Context: an optimization exercise on an open-source flow, tuned for small area and a short achievable clock period. The choices shown serve that exercise and are no tape-out recipe.
Only simulation tests tie the RTL to the original design; equivalence was not proved.
Power and IR drop assume default switching activity.

==> flow/design.v <==
module adc_scan_engine #(
    parameter [3:0] READALL_SCAN_MODE = 4'd3
) (
    input  wire        clk,
    input  wire        rst,           
    input  wire        req_valid,
    input  wire [15:0] req_word,
    output wire        req_ready,
    output wire        bus_cfg,       
    output wire        xfer_req,
    output wire [15:0] xfer_tx,
    input  wire        xfer_ack,
    input  wire [15:0] xfer_rx,
    input  wire [4:0]  slot_addr,
    output wire [15:0] slot_data,
    output wire [15:0] status,
    output wire [15:0] lastcmd
);
    localparam [2:0] ST_UNINIT  = 3'd0,
                     ST_INIT    = 3'd1,
                     ST_IDLE    = 3'd2,
                     ST_PRIMING = 3'd3,
                     ST_STEADY  = 3'd4;
    localparam [1:0] OP_INIT  = 2'd0,
                     OP_CHAN  = 2'd1,
                     OP_RANGE = 2'd2,
                     OP_ALL   = 2'd3;
    localparam [1:0] W_IN    = 2'd0,    
                     W_B1    = 2'd1,    
                     W_B2    = 2'd2,    
                     W_DEAD  = 2'd3;    
    reg  [2:0]  state;
    reg         xreq;         
    reg         t_init;       
    reg         t_sweep;      
    reg  [3:0]  t_chan;       
    reg         adv;          
    reg  [3:0]  x;            
    reg  [1:0]  w;            
    reg  [4:0]  idx;          
    reg  [4:0]  len;
    reg         ok;
    reg         hv;           
    reg  [11:0] hold;         
    reg  [4:0]  rot;          
    reg  [4:0]  rd_pos;       
    reg  [383:0] ring;
    wire st_init   = (state == ST_INIT);
    wire st_prim   = (state == ST_PRIMING);
    wire st_steady = (state == ST_STEADY);
    wire busy      = state[0] | state[2];
    wire [1:0] req_op   = req_word[15:14];
    wire       req_rsvd = req_word[13];
    wire [4:0] req_n    = req_word[12:8];
    wire [7:0] req_a    = req_word[7:0];
    assign req_ready = !req_rsvd &&
                       ((state == ST_IDLE) ||
                        (state == ST_UNINIT && req_op == OP_INIT));
    wire accept = req_valid && req_ready;
    assign bus_cfg = st_init && !xreq;
    wire [3:0] a_clamped = req_a[7]           ? 4'd0  :
                           (req_a[6:4] != 0)  ? 4'd15 : req_a[3:0];
    wire [3:0] n_m1       = req_n[3:0] - 4'd1;
    wire [3:0] sweep_chan = (req_n == 5'd0) ? 4'd0  :
                            (req_n > 5'd16) ? 4'd15 : n_m1;
    wire [1:0] a_win = (req_a[7:4] == 4'b0000) ? W_IN :
                       (req_a[7:4] == 4'b1111) ? W_B1 :
                       (req_a[7:4] == 4'b1110) ? W_B2 : W_DEAD;
    wire [15:0] word = {t_init, 2'b00, t_sweep, !t_init, t_chan,
                        t_init, 3'b000, !t_init, !t_init, 1'b0};
    assign xfer_req = xreq;
    assign xfer_tx  = word;
    wire [3:0]  rx_tag     = xfer_rx[15:12];
    wire [11:0] rx_payload = xfer_rx[11:0];
    wire        match      = (w == W_IN) && (rx_tag == x);
    wire [11:0] validated  = match ? rx_payload : 12'd0;
    wire xfer_done = xreq && xfer_ack;
    wire [4:0] idx_p1    = idx + 5'd1;
    wire       last_slot = (idx_p1 == len);
    wire [3:0] x_p1 = x + 4'd1;
    wire [4:0] pdist   = idx - rot;
    wire       wr_now = hv && (pdist[2:0] == 3'd1);
    wire       wr_nxt = hv && (pdist[2:0] == 3'd2);
    wire       raise  = st_steady && !xreq && (wr_now || wr_nxt) && !last_slot;
    always @(posedge clk) begin
        if (rst) begin
            state <= ST_UNINIT;
            xreq  <= 1'b0;
            hv    <= 1'b0;
        end else begin
            case (state)
                ST_UNINIT, ST_IDLE: begin
                    if (accept) begin
                        state <= (req_op == OP_INIT) ? ST_INIT : ST_PRIMING;
                        xreq  <= (req_op != OP_INIT);
                    end
                end
                ST_INIT: begin
                    if (xfer_done) begin
                        state <= ST_IDLE;
                        xreq  <= 1'b0;
                    end else begin
                        xreq  <= 1'b1;
                    end
                end
                ST_PRIMING: begin
                    if (xfer_done) begin
                        if (len == 5'd0) begin
                            state <= ST_IDLE;
                            xreq  <= 1'b0;
                        end else begin
                            state <= ST_STEADY;
                        end
                    end
                end
                default: begin    
                    if (xfer_done) begin
                        hv   <= 1'b1;
                        xreq <= 1'b0;
                    end else if (raise) begin
                        xreq <= 1'b1;
                    end
                    if (wr_now) begin
                        if (!xfer_done)
                            hv <= 1'b0;
                        if (last_slot)
                            state <= ST_IDLE;
                    end
                end
            endcase
        end
    end
    always @(posedge clk) begin
        if (!busy) begin
            if (accept) begin
                t_init  <= (req_op == OP_INIT);
                t_sweep <= (req_op == OP_ALL);
                t_chan  <= (req_op == OP_INIT) ? 4'd0 :
                           (req_op == OP_ALL)  ? sweep_chan : a_clamped;
                adv     <= (req_op == OP_RANGE);
                x       <= (req_op == OP_ALL) ? 4'd15 : (req_a[3:0] - 4'd1);
                w       <= (req_op == OP_ALL) ? W_IN : a_win;
                idx     <= 5'd0;
                if (req_op != OP_INIT)
                    len <= (req_op == OP_CHAN) ? 5'd1 : req_n;
                if (req_op == OP_ALL)
                    ok  <= 1'b1;
            end
        end else begin
            if (xfer_done && !st_init) begin
                x <= x_p1;
                if (adv && st_prim && len != 5'd0)
                    t_chan <= x_p1 + 4'd1;
                if (st_steady) begin
                    hold <= validated;
                    if (t_sweep)
                        ok <= ok & match;
                    if (x == 4'd15)
                        w <= {w[1] == w[0], w[1] | !w[0]};
                end
            end
            if (adv && raise)
                t_chan <= x_p1;
            if (wr_now)
                idx <= idx_p1;
        end
    end
    always @(posedge clk) begin
        if (rst)
            rot <= 5'd0;
        else
            rot <= rot + 5'd1;
    end
    genvar p;
    generate
        for (p = 0; p < 32; p = p + 1) begin : g_ring
            if (p % 8 == 0) begin : g_entry
                wire wr_here = wr_now && (pdist[4:3] == p / 8);
                always @(posedge clk)
                    ring[12*p +: 12] <= wr_here ? hold : ring[12*((p+1)%32) +: 12];
            end else begin : g_plain
                always @(posedge clk)
                    ring[12*p +: 12] <= ring[12*((p+1)%32) +: 12];
            end
        end
    endgenerate
    always @(posedge clk)
        rd_pos <= slot_addr + ~rot;
    assign slot_data = {4'd0, ring[12*rd_pos +: 12]};
    assign status    = {6'd0, len, ok, busy, state};
    assign lastcmd   = word;
endmodule
==> flow/run.sh <==
#!/bin/bash
# synth_recipe.tcl (not shown) runs the flow's synth.tcl, then flattens the netlist and writes it again
# the make line also repeats each setting of config.mk as NAME=value (left out here)
make -C /OpenROAD-flow-scripts/flow DESIGN_CONFIG=/design/flow/config.mk WORK_HOME=/design/flow/orfs CLKGATE_MAP_FILE= SYNTH_SCRIPT=/design/flow/synth_recipe.tcl finish
==> flow/config.mk <==
export PLATFORM = sky130hd
export DESIGN_NAME = adc_scan_engine
export DESIGN_NICKNAME = adc_scan_engine
export VERILOG_FILES = /design/flow/design.v
export SDC_FILE = /design/flow/constraint.sdc
export NUM_CORES = 4
export LEC_CHECK = 0
export CAP_MARGIN = 20
export CORE_MARGIN = 2
export CORE_UTILIZATION = 40
export SLEW_MARGIN = 20
==> flow/constraint.sdc <==
create_clock -name core_clock -period 6.0 [get_ports {clk}]
set_input_delay 1.2000 -clock core_clock [delete_from_list [all_inputs] [get_ports {clk}]]
set_output_delay 1.2000 -clock core_clock [all_outputs]
set_load 0.01 [all_outputs]
==> results of run 1 <==
-- worst max-delay path, cell delays in order, from the launching register on --
cell,delay (ns)
dfxtp_4,0.74
buf_4,0.46
mux4_2,0.56
mux4_2,0.47
mux2_2,0.31
clkdlybuf4s50_1,0.49
-- path summary, 6_finish.rpt --
kind	endpoint	slack, ns	cells after the start
max	slot_data[1]	1.19	5
min reg2reg	ring[85]	0.33	0
min	ring[85]	0.33	0
max reg2reg	ring[197]	3.09	9
-- layout make-up --
class / count / area, µm² / share of cell area
repair buffers: 99 / 980.9 / 0.05727
flip-flops and latches: 435 / 9077 / 0.5300
well taps: 461 / 576.8 / 0.03368
inverters: 26 / 97.59 / 0.005698
multi-input cells: 415 / 4949 / 0.2889
clock buffers: 71 / 1399 / 0.08167
clock inverters: 7 / 47.55 / 0.002776
-- power groups by stage --
stage | clock (W) | sequential [W] | combinational, W
after floorplan | 0 | 0.00303 | 0.000340
after CTS | 0.00276 | 0.00304 | 0.000387
after global routing | 0.00288 | 0.00305 | 0.000411
after global placement | 0 | 0.00311 | 0.000382
after detailed placement | 0 | 0.00311 | 0.000387
final | 0.00268 | 0.00304 | 0.000378
-- through the flow --
stage | std cells | power, W | setup WS [ns] | area (µm²)
finish | 1514 | 0.006098 | 1.188 | 17130
global route | 1514 | 0.006341 | 0.9766 | 17130
CTS | 1514 | 0.006187 | 1.073 | 17130
detailed placement | 1436 | 0.003494 | 1.662 | 15680
global placement | 1436 | 0.003489 | 1.688 | 15680
floorplan | 955 | 0.003367 | 2.683 | 14610
-- synthesized netlist by cell type (all sizes together) (2+ instances only) --
cell     number
fa            2
xnor2        20
o21ba         3
nor3          7
nand4         3
a221oi        2
o2111ai       2
nand2b        3
nor3b         2
or4           2
or3           4
a211oi        4
a21oi        18
nor2         28
a21o          4
nand3         7
clkbuf       14
nand2        13
maj3          3
and2         17
edfxtp       36
mux4        120
xor2         12
nor4          4
ha           16
nor4b         2
mux2         60
buf          65
nor2b         3
nand3b        3
inv          25
a22oi         4
a31oi         3
o21ai        13
dfxtp       399
-- kinds of logic (layout without fill, tap and decap cells) --
group | after synthesis | count (layout) | share of synthesized area
DFF | 435 | 435 | 0.6243
adders and majority gates | 21 | 21 | 0.01860
other | 1 | 22 | 0.0002582
AOI/OAI and AO/OA | 60 | 60 | 0.02679
xor gates and xnor gates | 32 | 32 | 0.01929
buffers and inverters | 105 | 203 | 0.04195
muxes | 180 | 180 | 0.2326
and+or+nand+nor | 100 | 100 | 0.03626
-- state kept, by name, summed over array words and instances (netlist names) --
signal	count
adv	1
hold	12
hv	1
idx	5
len	5
ok	1
rd_pos	5
ring	384
rot	5
state	3
t_chan	4
t_init	1
t_sweep	1
w	2
x	4
xreq	1
-- layer usage --
layer	GRT usage	wire length [µm]
met1	0.2052	12860
met5	0	0
met3	0.03418	1529
met2	0.2423	12880
met4	0.03618	426
==> results.cfg, run 1 <==
[run_status]
status = timing/DRC/antenna clean

[grt]
grt_antenna_before_repair = 1
track_usage = 0.1498
grt_max_degree = 40
gr-total-overflow = 0
grt_pass1_vias = 8085
grt_pass1_wl_mm = 44.53

[sta]
relSlewSlack = 0.2951
rsz0062_at_grt = no
finalSetupTns_ns = 0
skew_ns = 0.02372
finalHoldViolCount = 0
setup_violations = 0
holdWs_ns = 0.3291
post-route-period-util = 0.8020
max_clock_freq_ghz = 0.2078
fin_crit_ns = 4.812
tightest_slew_ns = 1.056
slew_viol_final = 0

[drt]
drt-total-wl_mm = 27.70
drt-pass1-iter-count = 4
wl_per_cell_um = 18.30
drtIter0Drc = 353
ant_nets = 0
num_vias = 7547
drc = 0
viasPerCell = 4.985

[clocking]
postCtsHoldBufs = 0
cts_max_path_buffers = 3
ctsResizeCount = 0
clockRootBuffer = clkbuf_16
cts.sinks = 435
cts.clk_slew.worst_paths_ns = 0.06
clock_latency_ns = 0.55
cts_setup_buffers = 0
cts.htree.levels = 2
numCtsBuffers = 45
cts_tree = built

[setup_path]
path_max_fanout = 39
crit_start = rd_pos[1]
worst-setup-path-type = flop to output pin
r2r-start = idx[0]
worstSetupEndpointType = output pin
start_kind = flop
required_ns = 4.80
worst_ep_arrival_time_ns = 3.61

[finish]
fillers = 3073
antenna_cells = 0
fin_nets = 1081
layout_common_cells = dfxtp_1 (396), mux4_2 (120), clkdlybuf4s50_1 (85), mux2_2 (60), clkbuf_16 (49)
drive_gt1_frac = 0.2574
layout_commonest_cell = dfxtp_1
area_growth_pct = 17.91
utilization = 0.4804

[synthesis]
async_flop_share = 0
yosys.area.top_type_share = 0.5499
yosysSeqAreaShare = 0.6243
synth_edf_count = 36
synth_area_um2 = 14530
syn_area_per_cell_um2 = 15.55
syn_inst = 934
synthTopCellsByArea = dfxtp_1 (55%), mux4_2 (19%), edfxtp_1 (7.4%)
synth_ff_type = dfxtp_1
netlist-cell-type-count = 50
yosysWarnings = 1
synth-seq-cells = 435
yosys.area.top_type = dfxtp_1

[power]
p_leak_nw = 6.488
vdd_drop_max_mv = 0.1905
p_per_area_nw_per_um2 = 356.0
p_sw_frac = 0.2207
power_frac_comb = 0.062
p_switching_w = 0.001346
seqPwrFrac = 0.498
power_frac_clock = 0.440
p_int_w = 0.004752

[min_path]
hold_start = ring[97]
hold_path.class = flop to flop

[floorplanning]
fp-row-count = 69
start_util = 0.4074
die_area_um2 = 37860
dieHeight_um = 194.6
design.core.area_um2 = 35660
die_w_um = 194.6
ioPinCount = 108

[placed_design]
place_congestion = 0.7854
dpl.hpwl_mm = 17.42
portBuffers = 85

[flow_run]
cap_violations = 0
==> run 2, diff against run 1 <==
--- a/flow/config.mk
+++ b/flow/config.mk
@@ -9,3 +9,3 @@
 export CORE_MARGIN = 2
-export CORE_UTILIZATION = 40
+export CORE_UTILIZATION = 65
 export SLEW_MARGIN = 20
==> results.cfg, run 2 <==
[run_status]
status = timing/DRC/antenna clean

[setup_path]
worstSetupEndpointType = output pin
r2r_end = ring[294]
required_ns = 4.80
start_kind = flop
path_max_fanout = 41
reg2regPathDepth = 8
worst-setup-path-type = flop to output pin
worst_ep_arrival_time_ns = 3.62
r2r_setup_slack_ns = 2.58
r2r-start = idx[0]

[clocking]
clockRootBuffer = clkbuf_16
cts_setup_buffers = 0
cts.htree.levels = 2
cts_max_path_buffers = 3
cts.sinks = 435
cts.clk_slew.worst_paths_ns = 0.06
numCtsBuffers = 40
cts_tree = built
postCtsHoldBufs = 0
clock_latency_ns = 0.53
ctsResizeCount = 0

[finish]
top_regs = ring x384, hold x12
regMostFlops = ring
fin_nets = 1074
drive_gt1_frac = 0.2569
layout_common_cells = dfxtp_1 (395), mux4_2 (120), clkdlybuf4s50_1 (85), mux2_2 (60), clkbuf_16 (42)
area_growth_pct = 15.44
layout_commonest_cell = dfxtp_1
largest_register_ffs = 384
antenna_cells = 0

[sta]
slew_viol_final = 0
skew_ns = 0.01479
finalHoldViolCount = 0
tightest_slew_ns = 1.099
max_clock_freq_ghz = 0.2077
finalSetupTns_ns = 0
rsz0062_at_grt = no
relSlewSlack = 0.2651
fin_crit_ns = 4.815
fin_ws_ns = 1.185
holdWs_ns = 0.3328
post-route-period-util = 0.8026
setup_violations = 0

[synthesis]
yosys.area.top_type = dfxtp_1
synth-seq-cells = 435
synth-simple-area-share = 0.03626
yosys.area_share.adder = 0.01860
yosysSeqAreaShare = 0.6243
synth_ff_type = dfxtp_1
netlist-cell-type-count = 50
syn_inst = 934
async_flop_share = 0
synthTopCellsByArea = dfxtp_1 (55%), mux4_2 (19%), edfxtp_1 (7.4%)
synth_compound_area_frac = 0.02679
synth-xor-area-share = 0.01929
syn_area_per_cell_um2 = 15.55
synth_commonest_cells = dfxtp_1 (399), mux4_2 (120), mux2_2 (60), buf_4 (40), edfxtp_1 (36)
synth_area_um2 = 14530
yosysWarnings = 1
yosys.area.top_type_share = 0.5499
synthMuxAreaShare = 0.2326
synth_top_family_by_area = multiplexers
synth.most_common_cell = dfxtp_1
synth_edf_count = 36

[drt]
viasPerCell = 5.742
drc = 0
ant_nets = 0
drtIter0Drc = 356
drt-total-wl_mm = 26.91
wl_per_cell_um = 20.28
drt-pass1-iter-count = 5
num_vias = 7619

[power]
p_leak_nw = 6.427
p_per_area_nw_per_um2 = 351.5
vdd_drop_max_mv = 0.2635

[floorplanning]
die_area_um2 = 23560
die_w_um = 153.5
dieHeight_um = 153.5
ioPinCount = 108
start_util = 0.6636
design.core.area_um2 = 21890
fp-row-count = 54

[grt]
grt_pass1_wl_mm = 44.08
gr-total-overflow = 0
track_usage = 0.2357
grt_pass1_vias = 8266
grt_max_degree = 43
grt_antenna_before_repair = 0

[min_path]
hold_path.class = flop to flop
hold_start = ring[45]
hold_depth = 0
worst_hold_path.endpoint = ring[33]

[placed_design]
place_congestion = 0.8630
dpl.hpwl_mm = 17.18
pre_cts_slack_ns = 1.691
portBuffers = 85

[flow_run]
cap_violations = 0
[run 2: per-layer routing]
layer / GRT usage / up-vias / wire length (µm)
met5: 0 / - / 0
met4: 0.06160 / 0 / 461
met3: 0.03861 / 39 / 1225
met2: 0.3917 / 198 / 13340
met1: 0.3286 / 3861 / 11870
li1: - / 3521 / -
[run 2: through the flow]
step           cell area [µm²]  utilization  instances  power [W]
5_1_grt                  16770       0.7661       1327   0.006094
3_3_place_gp             15420       0.7044       1252   0.003468
4_1_cts                  16770       0.7661       1327   0.005945
6_report                 16770       0.7661       1327   0.005894
3_5_place_dp             15450       0.7058       1253   0.003483
2_1_floorplan            14610            -        955   0.003367
[run 2: cell type report]
type	instances	area [µm²]
clock buffer	56	1194
clock inverter	18	126.4
fill	1310	5121
inverter	26	97.59
multi-input combinational	415	4957
sequential	435	9079
tap	280	350.3
timing repair buffer	97	965.9
[run 2: report_power, final]
part           switching [W]  internal (W)
sequential          0.000101       0.00295
clock                0.00105       0.00144
combinational       0.000157      0.000203
total                0.00130       0.00459
[run 2: kinds of logic after synthesis]
family	after synthesis
other	1
and+or+nand+nor	100
buffers and inverters	105
xor gates and xnor gates	32
AOI/OAI and AO/OA	60
DFF	435
adders and majority gates	21
muxes	180
[run 2: worst max path at each step]
stage / to / from / cells after the start
floorplan: slot_data[0] / rd_pos[1] / 6
global placement: slot_data[5] / rd_pos[0] / 5
detailed placement: slot_data[5] / rd_pos[0] / 5
CTS: slot_data[5] / rd_pos[0] / 5
global route: slot_data[5] / rd_pos[0] / 5
finish: slot_data[5] / rd_pos[0] / 5
[run 2: worst max-delay path, stage by stage, from the launching register on]
cell	delay (ns)
dfxtp_4	0.83
buf_4	0.42
mux4_2	0.54
mux4_2	0.50
mux2_2	0.28
clkdlybuf4s50_1	0.49
==> run 3, diff against run 2 <==
--- a/flow/design.v
+++ b/flow/design.v
@@ -45,3 +45,3 @@
     reg  [4:0]  rot;          
-    reg  [4:0]  rd_pos;       
+    reg  [11:0] rd_q;         
     reg  [383:0] ring;
@@ -186,5 +186,6 @@
     endgenerate
+    wire [4:0] rd_pos = slot_addr - rot;
     always @(posedge clk)
-        rd_pos <= slot_addr + ~rot;
-    assign slot_data = {4'd0, ring[12*rd_pos +: 12]};
+        rd_q <= ring[12*rd_pos +: 12];
+    assign slot_data = {4'd0, rd_q};
     assign status    = {6'd0, len, ok, busy, state};
--- a/flow/config.mk
+++ b/flow/config.mk
@@ -10,2 +10,3 @@
 export CORE_UTILIZATION = 65
+export SETUP_SLACK_MARGIN = 2.5
 export SLEW_MARGIN = 20
==> results.cfg, run 3 <==
[clocking]
clock_latency_ns = 0.52
cts.sinks = 442
cts.htree.levels = 2
cts_max_path_buffers = 3
cts_tree = built
postCtsHoldBufs = 0
cts.clk_slew.worst_paths_ns = 0.06
numCtsBuffers = 41
clockRootBuffer = clkbuf_16

[finish]
regMostFlops = ring
area_growth_pct = 19.83
layout_common_cells = dfxtp_1 (404), mux4_2 (120), clkdlybuf4s50_1 (80), mux2_2 (43), clkbuf_16 (42)
fillers = 1191
seqCellArea_um2 = 9211
multiInputGateArea_um2 = 5042
fin_nets = 1117
top_regs = ring x384, hold x12, rd_q x12
largest_register_ffs = 384
drive_gt1_frac = 0.2688
layout_commonest_cell = dfxtp_1

[setup_path]
start_kind = input pin
required_ns = 6.41
worst_ep_arrival_time_ns = 3.88
reg2regPathDepth = 7
worstSetupEndpointType = flop
worst-setup-path-type = input pin to flop
path_max_fanout = 5

[synthesis]
netlist-cell-type-count = 56
synth_area_um2 = 14670
yosys.area.top_type = dfxtp_1
synthTopCellsByArea = dfxtp_1 (55%), mux4_2 (18%), edfxtp_1 (7.4%)
async_flop_share = 0
yosysSeqAreaShare = 0.6279
synth_commonest_cells = dfxtp_1 (406), mux4_2 (120), mux2_2 (48), buf_4 (40), edfxtp_1 (36)
syn_area_per_cell_um2 = 15.49
syn_inst = 947
synth_edf_count = 36
yosys.area.top_type_share = 0.5542
synth-seq-cells = 442
synth_ff_type = dfxtp_1
yosysWarnings = 1
synth.most_common_cell = dfxtp_1

[drt]
drtIter0Drc = 378
ant_nets = 0
num_vias = 7909
wl_per_cell_um = 21.28
drc = 0
viasPerCell = 5.769
drt-total-wl_mm = 29.17
drt-pass1-iter-count = 5

[placed_design]
place_congestion = 0.8795
pre_cts_slack_ns = 1.307
dpl.hpwl_mm = 17.29
portBuffers = 85

[floorplanning]
start_util = 0.6679
die_w_um = 154.2
die_area_um2 = 23780
dieHeight_um = 154.2
ioPinCount = 108
design.core.area_um2 = 21960
fp-row-count = 54

[sta]
fin_crit_ns = 3.474
relSlewSlack = 0.2586
holdWs_ns = 0.3370
slew_viol_final = 0
setup_violations = 0
fin_ws_ns = 2.526
tightest_slew_ns = 1.109
post-route-period-util = 0.5791
finalHoldViolCount = 0
skew_ns = 0.01864
max_clock_freq_ghz = 0.2878
finalSetupTns_ns = 0
rsz0062_at_grt = yes

[grt]
gr-total-overflow = 0
grt_max_degree = 37
grt_antenna_before_repair = 1
grt_pass1_wl_mm = 46.48
grt_pass1_vias = 8647
track_usage = 0.2532

[run_status]
status = timing/DRC/antenna clean

[power]
power_w = 0.006117
vdd_drop_max_mv = 0.2257
p_leak_nw = 6.858
p_per_area_nw_per_um2 = 348.1

[min_path]
hold_depth = 0
hold_path.class = flop to flop

[flow_run]
cap_violations = 0
-- run 3: what timing repair did --
item / CTS / global route
gates cloned: 8 / 0
setup buffers: 22 / 1
pin swaps: 3 / 2
resized for setup: 39 / 5
endpoints found under the setup margin: 14 / 13
-- run 3: worst max-delay path: stages --
cell	delay, ns
buf_6	0.09
inv_4	0.04
ha_4	0.11
inv_2	0.04
fa_4	0.77
buf_6	0.11
buf_12	0.13
buf_12	0.11
buf_12	0.09
buf_16	0.11
mux4_2	0.28
mux4_2	0.50
mux2_4	0.28
-- run 3: stage by stage --
step	cells	utilization	area, µm²
finish	1371	0.8003	17570
global route	1370	0.8002	17570
CTS	1369	0.7991	17550
detailed placement	1264	0.7112	15620
global placement	1264	0.7112	15620
floorplan	968	-	14770
-- run 3: worst paths after layout --
check	start	end	slack, ns
max	slot_addr[0]	rd_q[0]	2.53
min	ring[351]	ring[339]	0.34
max reg2reg	idx[0]	ring[293]	2.71
min reg2reg	ring[351]	ring[339]	0.34
-- run 3: area by class of cell --
class / instances / area share
Antenna cell: 1 / 0.0001424
Clock buffer: 57 / 0.06699
Clock inverter: 18 / 0.007404
Inverter: 28 / 0.006123
Multi-Input combinational cell: 420 / 0.2869
Sequential cell: 442 / 0.5241
Tap cell: 280 / 0.01993
Timing Repair Buffer: 125 / 0.08835
-- run 3: logic make-up after synthesis --
| logic type | synth area share |
|---|---|
| buffers and inverters | 0.04035 |
| muxes | 0.2303 |
| xor gates and xnor gates | 0.01877 |
| DFF | 0.6279 |
| and+or+nand+nor | 0.03984 |
| adders and majority gates | 0.01706 |
| AOI/OAI and AO/OA | 0.02551 |
| other | 0.0002557 |
-- run 3: routing by layer --
metal	GRT usage	share of wire
met5	0	0
met3	0.04315	0.046
met4	0.06765	0.017
met2	0.4418	0.51
met1	0.3323	0.43
-- run 3: power breakdown --
part / total, W / internal (W) / leakage, nW / switching [W]
registers: 0.00300 / 0.00299 / 3.58 / 0.0000153
logic: 0.000624 / 0.000345 / 2.62 / 0.000279
clock network: 0.00249 / 0.00142 / 0.660 / 0.00107
==> run 4, diff against run 3 <==
--- a/flow/config.mk
+++ b/flow/config.mk
@@ -10,3 +10,3 @@
 export CORE_UTILIZATION = 65
-export SETUP_SLACK_MARGIN = 2.5
+export SETUP_SLACK_MARGIN = 3.2
 export SLEW_MARGIN = 20
==> results.cfg, run 4 <==
[sta]
fin_crit_ns = 3.386
slew_viol_final = 0
finalHoldViolCount = 0
tightest_slew_ns = 0.8382
skew_ns = 0.02643
finalSetupTns_ns = 0
max_clock_freq_ghz = 0.2954
relSlewSlack = 0.4324
setup_violations = 0
post-route-period-util = 0.5643
rsz0062_at_grt = yes

[setup_path]
worstSetupEndpointType = flop
crit_slowest_cell = fa_4
cp_cell_sequence = buf_8 -> inv_12 -> ha_4 -> inv_4 -> fa_4 -> buf_12 -> buf_12 -> clkbuf_16 -> mux4_2 -> mux4_2 -> mux2_4
r2r_end = rd_q[6]
crit_path_end = rd_q[6]
required_ns = 6.42
reg2regPathDepth = 9
r2r-start = rot[0]
r2r_setup_slack_ns = 2.91
start_kind = input pin
crit_start = slot_addr[0]
worst_ep_arrival_time_ns = 3.80
path_max_fanout = 6
worst-setup-path-type = input pin to flop
slowest_delay_ns = 0.79

[power]
vdd_drop_max_mv = 0.2720
p_per_area_nw_per_um2 = 350.9
power_w = 0.006254
p_leak_nw = 6.991

[clocking]
cts_tree = built
postCtsHoldBufs = 0
clock_latency_ns = 0.54
cts.sinks = 442
clockRootBuffer = clkbuf_16
cts_max_path_buffers = 3
numCtsBuffers = 42
cts.clk_slew.worst_paths_ns = 0.06
cts.htree.levels = 2

[synthesis]
syn_inst = 947
synthTopCellsByArea = dfxtp_1 (55%), mux4_2 (18%), edfxtp_1 (7.4%)
synth_commonest_cells = dfxtp_1 (406), mux4_2 (120), mux2_2 (48), buf_4 (40), edfxtp_1 (36)
yosysSeqAreaShare = 0.6279
synth_area_um2 = 14670
syn_area_per_cell_um2 = 15.49
synth.most_common_cell = dfxtp_1
synth_edf_count = 36
synth-seq-cells = 442
yosys.area.top_type_share = 0.5542
yosys.area.top_type = dfxtp_1
yosysWarnings = 1
synth_ff_type = dfxtp_1
netlist-cell-type-count = 56
async_flop_share = 0

[drt]
drc = 0
viasPerCell = 5.845
ant_nets = 0
drtIter0Drc = 493
drt-pass1-iter-count = 4
num_vias = 8031
drt-total-wl_mm = 31.26
wl_per_cell_um = 22.75

[finish]
antenna_cells = 0
seqCellArea_um2 = 9221
layout_commonest_cell = dfxtp_1
multiInputGateArea_um2 = 5154
largest_register_ffs = 384
top_regs = ring x384, hold x12, rd_q x12
layout_common_cells = dfxtp_1 (402), mux4_2 (120), clkdlybuf4s50_1 (69), clkbuf_16 (49), mux2_2 (39)
regMostFlops = ring
fin_nets = 1125
area_growth_pct = 21.52
drive_gt1_frac = 0.2888
stdcell_count = 1374
fillers = 1114

[grt]
grt_pass1_vias = 8597
grt_pass1_wl_mm = 47.42
grt_max_degree = 35
gr-total-overflow = 0
grt_antenna_before_repair = 0
track_usage = 0.2600

[floorplanning]
design.core.area_um2 = 21960
die_area_um2 = 23780
die_w_um = 154.2
ioPinCount = 108
fp-row-count = 54
dieHeight_um = 154.2
start_util = 0.6679

[flow_run]
cap_violations = 0

[placed_design]
placedCellCount = 1265
place_congestion = 0.8527
portBuffers = 85
dpl.hpwl_mm = 17.83

[min_path]
hold_path.class = flop to flop

[run_status]
status = timing/DRC/antenna clean
==> run 4: worst min-delay path by stage <==
stage | cells past startpoint | start | endpoint
6_report | 0 | ring[100] | ring[88]
3_3_place_gp | 0 | ring[273] | ring[261]
5_1_grt | 0 | ring[276] | ring[264]
3_5_place_dp | 0 | ring[25] | ring[13]
2_1_floorplan | 0 | ring[132] | ring[120]
4_1_cts | 0 | ring[100] | ring[88]
==> run 4: layer usage <==
| layer | global-route usage | wire length (µm) | up-vias |
|---|---|---|---|
| li1 | - | - | 3644 |
| met1 | 0.3389 | 12870 | 4089 |
| met3 | 0.04707 | 1676 | 61 |
| met4 | 0.07966 | 792 | 0 |
| met2 | 0.4495 | 15920 | 237 |
| met5 | 0 | 0 | - |
==> run 4: logic make-up (layout without fill, tap and decap cells) <==
| family | count (synthesis) | count (layout) | synth area share |
|---|---|---|---|
| and+or+nand+nor | 110 | 112 | 0.03984 |
| buffers and inverters | 106 | 230 | 0.04035 |
| xor gates and xnor gates | 29 | 29 | 0.01877 |
| other | 1 | 22 | 0.0002557 |
| muxes | 180 | 180 | 0.2303 |
| adders and majority gates | 19 | 19 | 0.01706 |
| DFF | 442 | 442 | 0.6279 |
| AOI/OAI and AO/OA | 60 | 60 | 0.02551 |
==> run 4: through the flow <==
stage          area [µm²]    util  hold slack (ns)  setup slack (ns)
2_1_floorplan       14840       -           0.3259             2.592
3_3_place_gp        15650  0.7129           0.3287             1.422
3_5_place_dp        15650  0.7129           0.3314             1.379
4_1_cts             17550  0.7993           0.3319             2.602
5_1_grt             17820  0.8117           0.3386             2.604
6_report            17820  0.8117           0.3263             2.614
==> run 4: critical path, delay by kind of cell <==
kind                       cells  cell delay [ns]
muxes                          3             1.09
adders and majority gates      2             0.91
buffers and inverters          6             0.62
==> run 4: timing repair <==
action                                  4_1_cts  5_1_grt
gates resized for setup                      77       27
pin swaps                                     5        4
endpoints found under the setup margin       73       62
cloned                                        6        6
setup buffers                                20        5
==> run 4: cell type report <==
cell class	count	area share
Timing Repair Buffer	130	0.08944
Inverter	28	0.006950
Clock buffer	62	0.07125
Clock inverter	10	0.006178
Multi-Input combinational cell	422	0.2892
Sequential cell	442	0.5174
Tap cell	280	0.01966
==> run 4: power breakdown <==
part / internal, W / switching (W)
registers: 0.00299 / 0.0000143
clock network: 0.00155 / 0.00107
logic: 0.000335 / 0.000290
total: 0.00487 / 0.00138
==> run 5, diff against run 4 <==
--- a/flow/design.v
+++ b/flow/design.v
@@ -44,3 +44,3 @@
     reg  [11:0] hold;         
-    reg  [4:0]  rot;          
+    reg  [4:0]  nrot;         
     reg  [11:0] rd_q;         
@@ -80,3 +80,3 @@
     wire [3:0] x_p1 = x + 4'd1;
-    wire [4:0] pdist   = idx - rot;
+    wire [4:0] pdist   = idx + nrot;
     wire       wr_now = hv && (pdist[2:0] == 3'd1);
@@ -169,5 +169,5 @@
         if (rst)
-            rot <= 5'd0;
+            nrot <= 5'd0;
         else
-            rot <= rot + 5'd1;
+            nrot <= nrot - 5'd1;
     end
@@ -186,5 +186,41 @@
     endgenerate
-    wire [4:0] rd_pos = slot_addr - rot;
+    wire [4:0] rd_p;
+    wire [4:0] rd_g = slot_addr & nrot;
+    generate
+        for (p = 0; p < 5; p = p + 1) begin : g_rdp
+            adc_scan_xor2 u_xor (.a(slot_addr[p]), .b(nrot[p]), .y(rd_p[p]));
+        end
+    endgenerate
+    wire [4:0] rd_c;
+    assign rd_c[0] = 1'b0;
+    assign rd_c[1] = rd_g[0];
+    assign rd_c[2] = rd_g[1] | (rd_p[1] & rd_g[0]);
+    assign rd_c[3] = rd_g[2] | (rd_p[2] & rd_g[1]) | (rd_p[2] & rd_p[1] & rd_g[0]);
+    assign rd_c[4] = rd_g[3] | (rd_p[3] & rd_g[2]) | (rd_p[3] & rd_p[2] & rd_g[1]) |
+                     (rd_p[3] & rd_p[2] & rd_p[1] & rd_g[0]);
+    wire [4:0] rd_pos = rd_p ^ rd_c;
+    wire [32:0] rd_sel;
+    wire [11:0] rd_word;
+    genvar b, k;
+    generate
+        for (p = 0; p < 32; p = p + 1) begin : g_sel
+            assign rd_sel[p] = (rd_pos == p);
+        end
+        assign rd_sel[32] = 1'b0;
+        for (b = 0; b < 12; b = b + 1) begin : g_rd
+            wire [10:0] part_n;
+            for (k = 0; k < 11; k = k + 1) begin : g_part
+                adc_scan_aoi222 u_aoi (
+                    .a (ring[12*(3*k) + b]),     .sa(rd_sel[3*k]),
+                    .b (ring[12*(3*k+1) + b]),   .sb(rd_sel[3*k+1]),
+                    .c ((3*k+2 < 32) ? ring[12*((3*k+2)%32) + b] : 1'b0),
+                    .sc(rd_sel[3*k+2]),
+                    .y (part_n[k])
+                );
+            end
+            assign rd_word[b] = ~&part_n;
+        end
+    endgenerate
     always @(posedge clk)
-        rd_q <= ring[12*rd_pos +: 12];
+        rd_q <= rd_word;
     assign slot_data = {4'd0, rd_q};
@@ -193 +229,19 @@
 endmodule
+module adc_scan_aoi222 (
+    input  wire a,
+    input  wire sa,
+    input  wire b,
+    input  wire sb,
+    input  wire c,
+    input  wire sc,
+    output wire y
+);
+    assign y = ~((a & sa) | (b & sb) | (c & sc));
+endmodule
+module adc_scan_xor2 (
+    input  wire a,
+    input  wire b,
+    output wire y
+);
+    assign y = a ^ b;
+endmodule
--- a/flow/config.mk
+++ b/flow/config.mk
@@ -12 +12,3 @@
 export SLEW_MARGIN = 20
+export SYNTH_HIERARCHICAL = 1
+export SYNTH_MINIMUM_KEEP_SIZE = 0
==> results.cfg, run 5 <==
[synthesis]
yosysWarnings = 7
synth_ff_type = dfxtp_1
yosys.area.top_type = dfxtp_1
async_flop_share = 0
syn_area_per_cell_um2 = 13.38
synth.most_common_cell = dfxtp_1
syn_inst = 1017
synth-seq-cells = 442
synth_commonest_cells = dfxtp_1 (406), a222oi_1 (133), nor2_1 (70), nand4_1 (44), mux2_1 (43)
synthTopCellsByArea = dfxtp_1 (60%), a222oi_1 (9.8%), edfxtp_1 (7.9%)
synth_area_um2 = 13610
yosys.area.top_type_share = 0.5971
synth_edf_count = 36
yosysSeqAreaShare = 0.6765
netlist-cell-type-count = 69

[sta]
fin_crit_ns = 3.309
setup_violations = 0
skew_ns = 0.02528
slew_viol_final = 0
finalHoldViolCount = 0
finalSetupTns_ns = 0
max_clock_freq_ghz = 0.3022
rsz0062_at_grt = yes
tightest_slew_ns = 0.7842
relSlewSlack = 0.4717
fin_ws_ns = 2.691
holdWs_ns = 0.3470
post-route-period-util = 0.5516

[power]
vdd_drop_max_mv = 0.2720
p_per_area_nw_per_um2 = 366.3
p_leak_nw = 6.616

[clocking]
cts_tree = built
postCtsHoldBufs = 0
clockRootBuffer = clkbuf_16
cts.sinks = 442
clock_latency_ns = 0.55
numCtsBuffers = 40
cts.htree.levels = 2
cts_max_path_buffers = 3
cts.clk_slew.worst_paths_ns = 0.06

[placed_design]
place_congestion = 0.8975
placed_cell_area_um2 = 14750
pre_cts_slack_ns = 1.735
portBuffers = 85
dpl.hpwl_mm = 22.58

[drt]
drt-pass1-iter-count = 9
ant_nets = 0
drtIter0Drc = 1635
wl_per_cell_um = 27.63
drc = 0
viasPerCell = 6.605
num_vias = 9894
drt-total-wl_mm = 41.39

[grt]
grt_pass1_wl_mm = 59.03
grt_antenna_before_repair = 0
grt_max_degree = 17
gr-total-overflow = 0
track_usage = 0.3592
grt_pass1_vias = 10030

[setup_path]
worstSetupEndpointType = flop
worst-setup-path-type = input pin to flop
start_kind = input pin
reg2regPathDepth = 11
worst_ep_arrival_time_ns = 3.67
required_ns = 6.36
path_max_fanout = 6

[min_path]
hold_depth = 0
hold_path.class = flop to flop

[finish]
drive_gt1_frac = 0.1720
regMostFlops = ring
largest_register_ffs = 384
layout_common_cells = dfxtp_1 (401), a222oi_1 (133), clkdlybuf4s50_1 (64), conb_1 (46)
area_growth_pct = 25.22
layout_commonest_cell = dfxtp_1
fillers = 1039
fin_nets = 1254
final_area_um2 = 17050
top_regs = ring x384, hold x12, rd_q x12
utilization = 0.8370

[floorplanning]
dieHeight_um = 148.7
die_area_um2 = 22110
ioPinCount = 108
fp-row-count = 52
design.core.area_um2 = 20360
die_w_um = 148.7
start_util = 0.6684

[run_status]
status = timing/DRC/antenna clean

[flow_run]
cap_violations = 0
==> run 5: cell count changes in the layout (fill, tap and decap cells not counted), sizes merged, moves of 4 or more <==
cell	delta
nand2	+5
clkdlybuf4s50	-5
nor2	+48
clkbuf	-6
nand4	+40
a222oi	+132
mux2	-10
buf	+20
inv	-4
mux4	-120
conb	+24
dlygate4sd2	+5
==> run 5: worst paths after layout <==
check,startpoint,end,slack [ns]
setup / recovery,slot_addr[1],rd_q[3],2.69
hold / removal,ring[378],ring[366],0.35
setup reg to reg,nrot[1],rd_q[3],2.93
hold reg to reg,ring[378],ring[366],0.35
==> run 5: logic make-up (layout without fill, tap and decap cells) <==
kind of cell,Yosys count,after routing,synth area share
other,1,47,0.0002755
XOR/XNOR,31,31,0.02206
multiplexers,52,52,0.04283
AO/OA/AOI/OAI,198,198,0.1308
flip-flops,442,442,0.6765
buffers and inverters,78,242,0.03548
adder cells (fa/ha/maj),14,14,0.01342
AND/OR/NAND/NOR,201,202,0.07859
==> run 5: per-layer routing <==
metal | vias to the layer above | global-route usage | part of all wire | wire, µm
met2 | 710 | 0.5863 | 0.47 | 19430
met3 | 156 | 0.07853 | 0.11 | 4371
met5 | - | 0 | 0 | 0
met4 | 0 | 0.1938 | 0.055 | 2279
li1 | 4245 | - | - | -
met1 | 4783 | 0.4485 | 0.37 | 15300
==> run 5: layout make-up <==
type	count	area [µm²]	area share
Antenna cell	1	2.502	0.0001468
Clock buffer	60	1199	0.07032
Clock inverter	10	98.84	0.005799
Inverter	24	93.84	0.005505
Multi-Input combinational cell	543	4564	0.2678
Sequential cell	442	9223	0.5411
Tap cell	270	337.8	0.01982
Timing Repair Buffer	148	1526	0.08955
==> run 5: worst max-delay path, cell delays in order <==
cell	delay, ns
buf_8	0.10
xor2_2	0.15
a32o_2	0.30
a22o_4	0.26
mux2_4	0.37
nand2_8	0.14
buf_12	0.12
nor2_4	0.09
a222oi_1	0.41
nand4_1	0.18
nor2_1	0.20
nand4_1	0.15
==> run 5: through the flow <==
stage,total power (W),instances
3_5_place_dp,0.003500,1377
6_report,0.006243,1498
2_1_floorplan,0.003326,1062
4_1_cts,0.006124,1485
3_3_place_gp,0.003492,1377
5_1_grt,0.006381,1497
==> run 5: where the power goes <==
part	internal [W]	leakage, nW	switching, W
logic	0.000255	2.35	0.000437
registers	0.00299	3.62	0.0000281
clock network	0.00143	0.641	0.00110
==> run 5: Yosys stat by module, one instance, submodules excluded <==
| module | cell area, µm² | cells | flops+latches | times used |
|---|---|---|---|---|
| adc_scan_engine | 12250 | 880 | 442 | 1 |
| adc_scan_aoi222 | 10.01 | 1 | 0 | 132 |
| adc_scan_xor2 | 8.758 | 1 | 0 | 5 |
==> run 5: what timing repair did <==
| action | CTS | global route |
|---|---|---|
| setup buffers | 35 | 11 |
| gates cloned | 3 | 1 |
| pin swaps | 45 | 28 |
| endpoints found under the setup margin | 48 | 76 |
| resized for setup | 109 | 23 |
==> run 6, diff against run 5 <==
--- a/flow/config.mk
+++ b/flow/config.mk
@@ -10,2 +10,3 @@
 export CORE_UTILIZATION = 65
+export CTS_BUF_LIST = sky130_fd_sc_hd__clkbuf_8
 export SETUP_SLACK_MARGIN = 3.2
==> results.cfg, run 6 <==
[drt]
drt-total-wl_mm = 42.30
ant_nets = 0
drc = 0
viasPerCell = 6.558
drt-pass1-iter-count = 10
num_vias = 10170
drtIter0Drc = 1566
wl_per_cell_um = 27.27

[finish]
fin_nets = 1287
drive_gt1_frac = 0.2014
antenna_cells = 0
regMostFlops = ring
area_growth_pct = 26.26
layout_common_cells = dfxtp_1 (400), a222oi_1 (133), clkbuf_8 (86), clkdlybuf4s50_1 (62), conb_1 (46)
largest_register_ffs = 384
stdcell_count = 1551
layout_commonest_cell = dfxtp_1
top_regs = ring x384, hold x12, rd_q x12

[sta]
rsz0062_at_grt = yes
setup_violations = 0
post-route-period-util = 0.5373
finalSetupTns_ns = 0
skew_ns = 0.02473
finalHoldViolCount = 0
fin_crit_ns = 3.224
max_clock_freq_ghz = 0.3102
relSlewSlack = 0.4963
slew_viol_final = 0
tightest_slew_ns = 0.7476

[grt]
grt_pass1_vias = 10230
grt_max_degree = 17
gr-total-overflow = 0
grt_antenna_before_repair = 0
grt_pass1_wl_mm = 60.87
track_usage = 0.3717

[floorplanning]
die_w_um = 148.7
ioPinCount = 108
dieHeight_um = 148.7
start_util = 0.6684
die_area_um2 = 22110
design.core.area_um2 = 20360
fp-row-count = 52

[clocking]
cts.sinks = 442
numCtsBuffers = 61
cts_tree = built
cts.clk_slew.worst_paths_ns = 0.07
cts.htree.levels = 2
cts_max_path_buffers = 3
postCtsHoldBufs = 0
clockRootBuffer = clkbuf_8
clock_latency_ns = 0.61

[synthesis]
synthTopCellsByArea = dfxtp_1 (60%), a222oi_1 (9.8%), edfxtp_1 (7.9%)
synth.most_common_cell = dfxtp_1
yosys.area.top_type = dfxtp_1
synth_edf_count = 36
yosysWarnings = 7
syn_inst = 1017
netlist-cell-type-count = 69
synth-seq-cells = 442
async_flop_share = 0
yosysSeqAreaShare = 0.6765
synth_commonest_cells = dfxtp_1 (406), a222oi_1 (133), nor2_1 (70), nand4_1 (44), mux2_1 (43)
synth_area_um2 = 13610
synth_ff_type = dfxtp_1
yosys.area.top_type_share = 0.5971
syn_area_per_cell_um2 = 13.38

[setup_path]
r2r-start = nrot[1]
start_kind = input pin
path_max_fanout = 12
crit_start = slot_addr[1]
worst_ep_arrival_time_ns = 3.64
required_ns = 6.42
worstSetupEndpointType = flop
worst-setup-path-type = input pin to flop

[min_path]
hold_start = ring[82]
hold_path.class = flop to flop

[flow_run]
cap_violations = 0

[power]
vdd_drop_max_mv = 0.2435
p_leak_nw = 6.778
p_per_area_nw_per_um2 = 363.5

[placed_design]
portBuffers = 85
place_congestion = 0.8975
dpl.hpwl_mm = 22.58
placedCellCount = 1377

[run_status]
status = timing/DRC/antenna clean
-- run 6: cell counts after synthesis --
No cell type changed its count.
-- run 6: cell type report --
cell class / instances / area (µm²)
Sequential cell: 442 / 9224
Multi-Input combinational cell: 545 / 4528
Fill cell: 1027 / 3178
Timing Repair Buffer: 158 / 1622
Clock buffer: 86 / 1184
Tap cell: 270 / 337.8
Clock inverter: 26 / 197.7
Inverter: 24 / 93.84
-- run 6: power by group --
group,internal (W),total (W),switching [W],leakage [nW]
clock network,0.00140,0.00254,0.00114,0.771
logic,0.000256,0.000687,0.000431,2.38
registers,0.00299,0.00302,0.0000290,3.62
-- run 6: per-module statistics from Yosys, one instance, submodules excluded --
module | flops+latches | copies in the design | area, µm²
adc_scan_engine | 442 | 1 | 12250
adc_scan_aoi222 | 0 | 132 | 10.01
adc_scan_xor2 | 0 | 5 | 8.758
-- run 6: logic make-up (layout without fill, tap and decap cells) --
kind of cell,after synthesis,count (layout),share of synthesized area
mux,52,52,0.04283
other cells,1,46,0.0002755
flops,442,442,0.6765
compound gates,198,198,0.1308
buf+inv,78,294,0.03548
fa+ha+maj,14,14,0.01342
simple gates,201,204,0.07859
xor+xnor,31,31,0.02206
-- run 6: layer usage --
layer | vias to the layer above | wire, µm | track usage | part of all wire
met3 | 217 | 4822 | 0.09540 | 0.11
met1 | 4897 | 15020 | 0.4439 | 0.36
met4 | 0 | 2979 | 0.2181 | 0.070
met2 | 726 | 19480 | 0.6104 | 0.46
met5 | - | 0 | 0 | 0
li1 | 4332 | - | - | -
-- run 6: critical path, cell delays in order --
cell and delay [ns]:
buf_8 0.11, xor2_4 0.15, buf_4 0.14, ha_1 0.22, a21oi_4 0.22, xor2_2 0.18
nand3_1 0.33, nor2_1 0.10, buf_4 0.24, a222oi_1 0.50, nand4_1 0.23
-- run 6: final timing paths --
kind,end,slack [ns],cells after the start
max,rd_q[5],2.78,11
max reg2reg,rd_q[5],3.04,10
min reg2reg,ring[70],0.34,0
min,ring[70],0.34,0
-- run 6: through the flow --
step	hold WS [ns]	setup slack, ns	power [W]	area (µm²)	util
3_5_place_dp	0.3360	1.735	0.003500	14750	0.7244
6_report	0.3392	2.776	0.006248	17190	0.8439
2_1_floorplan	0.3305	2.946	0.003326	13820	-
3_3_place_gp	0.3330	1.717	0.003492	14750	0.7243
4_1_cts	0.3347	2.753	0.006151	17010	0.8350
5_1_grt	0.3429	2.675	0.006393	17190	0.8439
-- run 6: repair_timing --
action                                  4_1_cts  5_1_grt
pin swaps                                    48       22
setup buffers                                46       10
cloned                                        5        1
endpoints found under the setup margin       55       73
gates resized for setup                     109       23
==> run 7, diff against run 6 <==
==> flow/flow/run.sh (new file) <==
#!/bin/bash
# Standard layout (standard.sh) with two changes:
#  - the port buffers are the smallest plain buffer; repair_design and
#    repair_timing resize them where needed;
#  - clock tree synthesis without dummy balancing loads, clkbuf_8 buffers.
set -e -o pipefail
export BUFFER_PORTS_ARGS="-buffer_cell sky130_fd_sc_hd__buf_1"
export CTS_ARGS="-sink_clustering_enable -repair_clock_nets -dont_use_dummy_load -buf_list sky130_fd_sc_hd__clkbuf_8"
bash standard.sh > standard.log 2>&1
==> flow/standard.sh (new file) <==
#!/bin/bash
# synth_recipe.tcl (not shown) runs the flow's synth.tcl, then flattens the netlist and writes it again
# the make line also repeats each setting of config.mk as NAME=value (left out here)
make -C /OpenROAD-flow-scripts/flow DESIGN_CONFIG=/design/flow/config.mk WORK_HOME=/design/flow/orfs CLKGATE_MAP_FILE= SYNTH_SCRIPT=/design/flow/synth_recipe.tcl "${@:-finish}"
--- a/flow/config.mk
+++ b/flow/config.mk
@@ -9,4 +9,3 @@
 export CORE_MARGIN = 2
-export CORE_UTILIZATION = 65
-export CTS_BUF_LIST = sky130_fd_sc_hd__clkbuf_8
+export CORE_UTILIZATION = 55
 export SETUP_SLACK_MARGIN = 3.2
removed: flow/run.sh
==> results.cfg, run 7 <==
[placed_design]
portBuffers = 85
place_congestion = 0.8018
pre_cts_slack_ns = 2.089
dpl.hpwl_mm = 22.64

[synthesis]
async_flop_share = 0
synth_commonest_cells = dfxtp_1 (406), a222oi_1 (133), nor2_1 (70), nand4_1 (44), mux2_1 (43)
syn_area_per_cell_um2 = 13.38
yosysSeqAreaShare = 0.6765
synthTopCellsByArea = dfxtp_1 (60%), a222oi_1 (9.8%), edfxtp_1 (7.9%)
synth-seq-cells = 442
synth-simple-area-share = 0.07859
yosys.area_share.adder = 0.01342
synth_edf_count = 36
yosys.area.top_type_share = 0.5971
synth.most_common_cell = dfxtp_1
synth_top_family_by_area = compound AO/OA/AOI/OAI gates
yosysWarnings = 7
synth_area_um2 = 13610
synth-xor-area-share = 0.02206
synth_compound_area_frac = 0.1308
synth_ff_type = dfxtp_1
syn_inst = 1017
netlist-cell-type-count = 69
yosys.area.top_type = dfxtp_1
synthMuxAreaShare = 0.04283

[drt]
drt-pass1-iter-count = 8
num_vias = 9201
viasPerCell = 5.998
wl_per_cell_um = 23.81
ant_nets = 0
drc = 0
drtIter0Drc = 1239
drt-total-wl_mm = 36.52

[setup_path]
worst_ep_arrival_time_ns = 3.47
slowest_delay_ns = 0.56
crit_slowest_cell = a222oi_1
worst-setup-path-type = input pin to flop
cp_cell_sequence = buf_8 -> xor2_2 -> a32o_2 -> a22o_4 -> mux2_4 -> nand2_2 -> nor2_1 -> buf_4 -> a222oi_1 -> nand4_1
crit_start = slot_addr[1]
path_max_fanout = 12
r2r-start = nrot[4]
start_kind = input pin
required_ns = 6.38
worstSetupEndpointType = flop

[grt]
gr-total-overflow = 0
grt_pass1_vias = 8743
grt_antenna_before_repair = 0
grt_pass1_wl_mm = 52.82
track_usage = 0.2736
grt_max_degree = 16

[clocking]
cts_tree = built
clockRootBuffer = clkbuf_8
postCtsHoldBufs = 0
cts.htree.levels = 3
clock_latency_ns = 0.59
cts.sinks = 442
cts.clk_slew.worst_paths_ns = 0.06
cts_max_path_buffers = 3
numCtsBuffers = 69

[finish]
largest_register_ffs = 384
layout_commonest_cell = dfxtp_1
area_growth_pct = 16.53
fin_nets = 1267
layout_common_cells = dfxtp_1 (401), a222oi_1 (133), buf_1 (80), clkbuf_8 (69), nor2_1 (51)
drive_gt1_frac = 0.1587
fillers = 1895
top_regs = ring x384, hold x12, rd_q x12
antenna_cells = 0
regMostFlops = ring

[sta]
max_clock_freq_ghz = 0.3244
finalSetupTns_ns = 0
holdWs_ns = 0.3051
relSlewSlack = 0.3541
fin_crit_ns = 3.083
skew_ns = 0.07997
setup_violations = 0
tightest_slew_ns = 0.9636
rsz0062_at_grt = yes
finalHoldViolCount = 0
slew_viol_final = 0
post-route-period-util = 0.5138
fin_ws_ns = 2.917

[min_path]
hold_start = ring[264]
hold_path.class = flop to flop

[floorplanning]
die_area_um2 = 26020
ioPinCount = 108
start_util = 0.5597
die_w_um = 161.3
design.core.area_um2 = 24320
fp-row-count = 57
dieHeight_um = 161.3

[run_status]
status = timing/DRC/antenna clean

[power]
vdd_drop_max_mv = 0.1894
p_per_area_nw_per_um2 = 349.9
p_leak_nw = 6.036

[flow_run]
cap_violations = 0
## run 7: per-stage QoR
stage,cells,util,total power [W],area (µm²)
final,1534,0.6522,0.005549,15860
after global routing,1534,0.6522,0.005756,15860
after CTS,1521,0.6451,0.005541,15690
after detailed placement,1434,0.5883,0.003471,14310
after global placement,1434,0.5881,0.003467,14300
after floorplan,1062,-,0.003326,13820
## run 7: final timing paths
path | end | slack [ns] | cells past startpoint
hold reg to reg | ring[252] | 0.31 | 0
setup reg to reg | rd_q[7] | 3.26 | 9
setup / recovery | rd_q[10] | 2.92 | 10
hold / removal | ring[252] | 0.31 | 0
## run 7: cell families (layout without fill, tap and decap cells)
family                   after synthesis  in the layout
buffers and inverters                 78            223
other                                  1             46
multiplexers                          52             52
AND/OR/NAND/NOR                      201            204
flip-flops                           442            442
AO/OA/AOI/OAI                        198            198
XOR/XNOR                              31             31
adder cells (fa/ha/maj)               14             14
## run 7: layout make-up
cell class / count / area, µm² / share of cell area
sequential: 442 / 9218 / 0.5811
clock buffer: 69 / 949.7 / 0.05987
tap: 324 / 405.4 / 0.02556
multi-input combinational: 545 / 4431 / 0.2793
inverter: 24 / 93.84 / 0.005916
timing repair buffer: 130 / 764.5 / 0.04820
## run 7: layer usage
metal,vias to the layer above,share of wire,GRT usage
li1,4226,-,-
met1,4489,0.44,0.3886
met2,423,0.44,0.4103
met3,63,0.092,0.06600
met4,0,0.024,0.09740
met5,-,0,0
## run 7: Yosys stat by module, one instance, submodules excluded
module,cell area (µm²),times used,flops+latches,cells
adc_scan_aoi222,10.01,132,0,1
adc_scan_engine,12250,1,442,880
adc_scan_xor2,8.758,5,0,1
## run 7: power breakdown
part           total [W]  internal (W)  switching, W
combinational   0.000533      0.000171      0.000362
clock            0.00199       0.00102      0.000978
sequential       0.00302       0.00300     0.0000245
## run 7: timing repair
item                       in CTS  in global routing
setup endpoints to repair      39                 46
gates cloned                    1                  5
pin swaps                      25                 35
resized for setup              62                 23
setup buffers                  17                  8
## run 7: worst max-delay path: cells and delay by family
kind                      cells  cell delay [ns]
AOI/OAI and AO/OA             3             1.08
xor gates and xnor gates      1             0.14
buffers and inverters         2             0.32
muxes                         1             0.34
and+or+nand+nor               3             0.36
==> run 8, diff against run 7 <==
--- a/flow/config.mk
+++ b/flow/config.mk
@@ -10,3 +10,3 @@
 export CORE_UTILIZATION = 55
-export SETUP_SLACK_MARGIN = 3.2
+export SETUP_SLACK_MARGIN = 3.5
 export SLEW_MARGIN = 20
==> results.cfg, run 8 <==
[placed_design]
dpl.hpwl_mm = 23.63
portBuffers = 85
pre_cts_slack_ns = 2.056
placed_cell_area_um2 = 14300
place_congestion = 0.8613

[synthesis]
synth.most_common_cell = dfxtp_1
netlist-cell-type-count = 69
syn_inst = 1017
synthTopCellsByArea = dfxtp_1 (60%), a222oi_1 (9.8%), edfxtp_1 (7.9%)
synth_edf_count = 36
synth_commonest_cells = dfxtp_1 (406), a222oi_1 (133), nor2_1 (70), nand4_1 (44), mux2_1 (43)
yosysWarnings = 7
async_flop_share = 0
yosys.area.top_type_share = 0.5971
yosys.area.top_type = dfxtp_1
synth_ff_type = dfxtp_1
synth_area_um2 = 13610
syn_area_per_cell_um2 = 13.38
synth-seq-cells = 442
yosysSeqAreaShare = 0.6765

[setup_path]
reg2regPathDepth = 11
start_kind = input pin
r2r_end = rd_q[6]
worst-setup-path-type = input pin to flop
required_ns = 6.51
r2r_setup_slack_ns = 3.30
worst_ep_arrival_time_ns = 3.54
r2r-start = nrot[1]
worstSetupEndpointType = flop
path_max_fanout = 12

[drt]
drt-pass1-iter-count = 9
drtIter0Drc = 1298
drt-total-wl_mm = 38.75
ant_nets = 0
viasPerCell = 6.065
wl_per_cell_um = 24.82
drc = 0
num_vias = 9468

[clocking]
cts_tree = built
cts_max_path_buffers = 3
cts.clk_slew.worst_paths_ns = 0.06
clock_latency_ns = 0.58
cts.htree.levels = 3
numCtsBuffers = 69
clockRootBuffer = clkbuf_8
cts.sinks = 442

[power]
p_leak_nw = 6.323
vdd_drop_max_mv = 0.1752
p_per_area_nw_per_um2 = 344.8

[sta]
max_clock_freq_ghz = 0.3297
fin_ws_ns = 2.967
finalSetupTns_ns = 0
slew_viol_final = 0
relSlewSlack = 0.3043
rsz0062_at_grt = yes
skew_ns = 0.05591
setup_violations = 0
holdWs_ns = 0.3209
finalHoldViolCount = 0
fin_crit_ns = 3.033
tightest_slew_ns = 1.038
post-route-period-util = 0.5055

[floorplanning]
die_w_um = 161.3
die_area_um2 = 26020
start_util = 0.5597
design.core.area_um2 = 24320
dieHeight_um = 161.3
ioPinCount = 108
fp-row-count = 57

[finish]
layout_common_cells = dfxtp_1 (399), a222oi_1 (133), buf_1 (73), clkbuf_8 (69), conb_1 (46)
layout_commonest_cell = dfxtp_1
area_growth_pct = 21.15
fillers = 1773
largest_register_ffs = 384
top_regs = ring x384, hold x12, rd_q x12
drive_gt1_frac = 0.2013
antenna_cells = 0
regMostFlops = ring
fin_nets = 1294
final_area_um2 = 16490

[run_status]
status = timing/DRC/antenna clean

[min_path]
hold_start = ring[106]
worst_hold_path.endpoint = ring[94]
hold_depth = 0
hold_path.class = flop to flop

[grt]
gr-total-overflow = 0
track_usage = 0.2968
grt_pass1_vias = 9394
grt_pass1_wl_mm = 57.09
grt_antenna_before_repair = 0
grt_max_degree = 16

[flow_run]
cap_violations = 0
==> run 8: layout make-up <==
| class | instances | area [µm²] | area share |
|---|---|---|---|
| timing repair buffer | 160 | 1189 | 0.07208 |
| sequential | 442 | 9228 | 0.5596 |
| tap | 324 | 405.4 | 0.02458 |
| multi-input combinational | 542 | 4623 | 0.2803 |
| inverter | 24 | 96.34 | 0.005842 |
| clock buffer | 69 | 949.7 | 0.05759 |
==> run 8: repair_timing <==
| action | in CTS | in global routing |
|---|---|---|
| hold buffers | 0 | 0 |
| pin swaps | 48 | 35 |
| gates cloned | 3 | 0 |
| buffers inserted | 49 | 11 |
| hold endpoints to repair | 0 | 0 |
| setup endpoints to repair | 81 | 70 |
| resized for setup | 103 | 34 |
==> run 8: worst max path at each step <==
| stage | to | slack [ns] | startpoint |
|---|---|---|---|
| 2_1_floorplan | rd_q[0] | 2.95 | slot_addr[1] |
| 4_1_cts | rd_q[9] | 3.04 | slot_addr[1] |
| 3_5_place_dp | rd_q[6] | 2.06 | slot_addr[1] |
| 3_3_place_gp | rd_q[9] | 2.00 | slot_addr[1] |
| 6_report | rd_q[6] | 2.97 | slot_addr[1] |
| 5_1_grt | rd_q[9] | 2.90 | slot_addr[1] |
==> run 8: stage by stage <==
step	std cells	power, W	utilization
2_1_floorplan	1062	0.003326	-
3_3_place_gp	1429	0.003477	0.5876
3_5_place_dp	1429	0.003484	0.5878
4_1_cts	1550	0.005642	0.6681
5_1_grt	1561	0.005873	0.6781
6_report	1561	0.005687	0.6781
==> run 8: cells by family (layout without fill, tap and decap cells) <==
logic type                 count (synthesis)  in the layout  share of synthesized area
muxes                                     52             52                    0.04283
buffers and inverters                     78            253                    0.03548
xor gates and xnor gates                  31             31                    0.02206
DFF                                      442            442                     0.6765
and+or+nand+nor                          201            201                    0.07859
adders and majority gates                 14             14                    0.01342
other                                      1             46                  0.0002755
AOI/OAI and AO/OA                        198            198                     0.1308
==> run 8: critical path, stage by stage <==
cell and delay [ns]:
buf_8 0.10, xor2_2 0.15, a32o_2 0.25, a22o_4 0.27, xnor2_4 0.31, nand3_4 0.18
buf_4 0.19, nor2_4 0.38, a222oi_1 0.23, nand4_1 0.12, nor2_1 0.05, nand4_1 0.10
==> run 8: modules after synthesis (local to each module, per instance) <==
module	cell area [µm²]	copies in the design	flops+latches
adc_scan_aoi222	10.01	132	0
adc_scan_xor2	8.758	5	0
adc_scan_engine	12250	1	442
==> run 8: metal layers <==
metal | GRT usage | vias up | wire (µm)
met1 | 0.3875 | 4608 | 15840
met3 | 0.06857 | 87 | 3419
met2 | 0.4866 | 485 | 18220
met4 | 0.1063 | 0 | 1266
li1 | - | 4288 | -
met5 | 0 | - | 0
==> run 8: report_power, final <==
| group | total, W | switching (W) | internal (W) |
|---|---|---|---|
| combinational | 0.000640 | 0.000416 | 0.000224 |
| sequential | 0.00302 | 0.0000243 | 0.00300 |
| clock | 0.00203 | 0.00101 | 0.00102 |
| total | 0.00569 | 0.00145 | 0.00424 |

## re-timing with driven ports
In the flow no input, the clock included, has a driving cell. The finished layouts below were timed again as built, in two steps. Step 1: set_driving_cell puts a clkbuf_16 on clk and a buf_2 on each other input, an assumption about the parent block. Step 2 adds t to the input delays and takes it off the output delays; t is the mean of the earliest and latest rising clock arrival at the registers after step 1. Input paths then give back, and output paths get back, about the clock's delay inside the block. a / b / c = ideal / step 1 / step 2; a / b = the first two.
| run | t (ns) | setup slack, ns | worst setup path at the end |
|---|---|---|---|
| run 1 | 0.583 | 1.188 / 1.141 / 1.724 | register to output |
| run 2 | 0.568 | 1.185 / 1.138 / 1.706 | register to output |
| run 3 | 0.563 | 2.526 / 2.543 / 1.980 | input to register |
| run 4 | 0.570 | 2.614 / 2.624 / 2.054 | input to register |
| run 5 | 0.581 | 2.691 / 2.700 / 2.119 | input to register |
| run 6 | 0.647 | 2.776 / 2.783 / 2.136 | input to register |
| run 7 | 0.597 | 2.917 / 2.925 / 2.328 | input to register |
| run 8 | 0.599 | 2.967 / 2.976 / 2.376 | input to register |
After both steps every run listed still meets setup and hold. The setup slack of run 6, which loses most, moves by +0.007 ns with the drivers and by -0.640 ns with both steps.
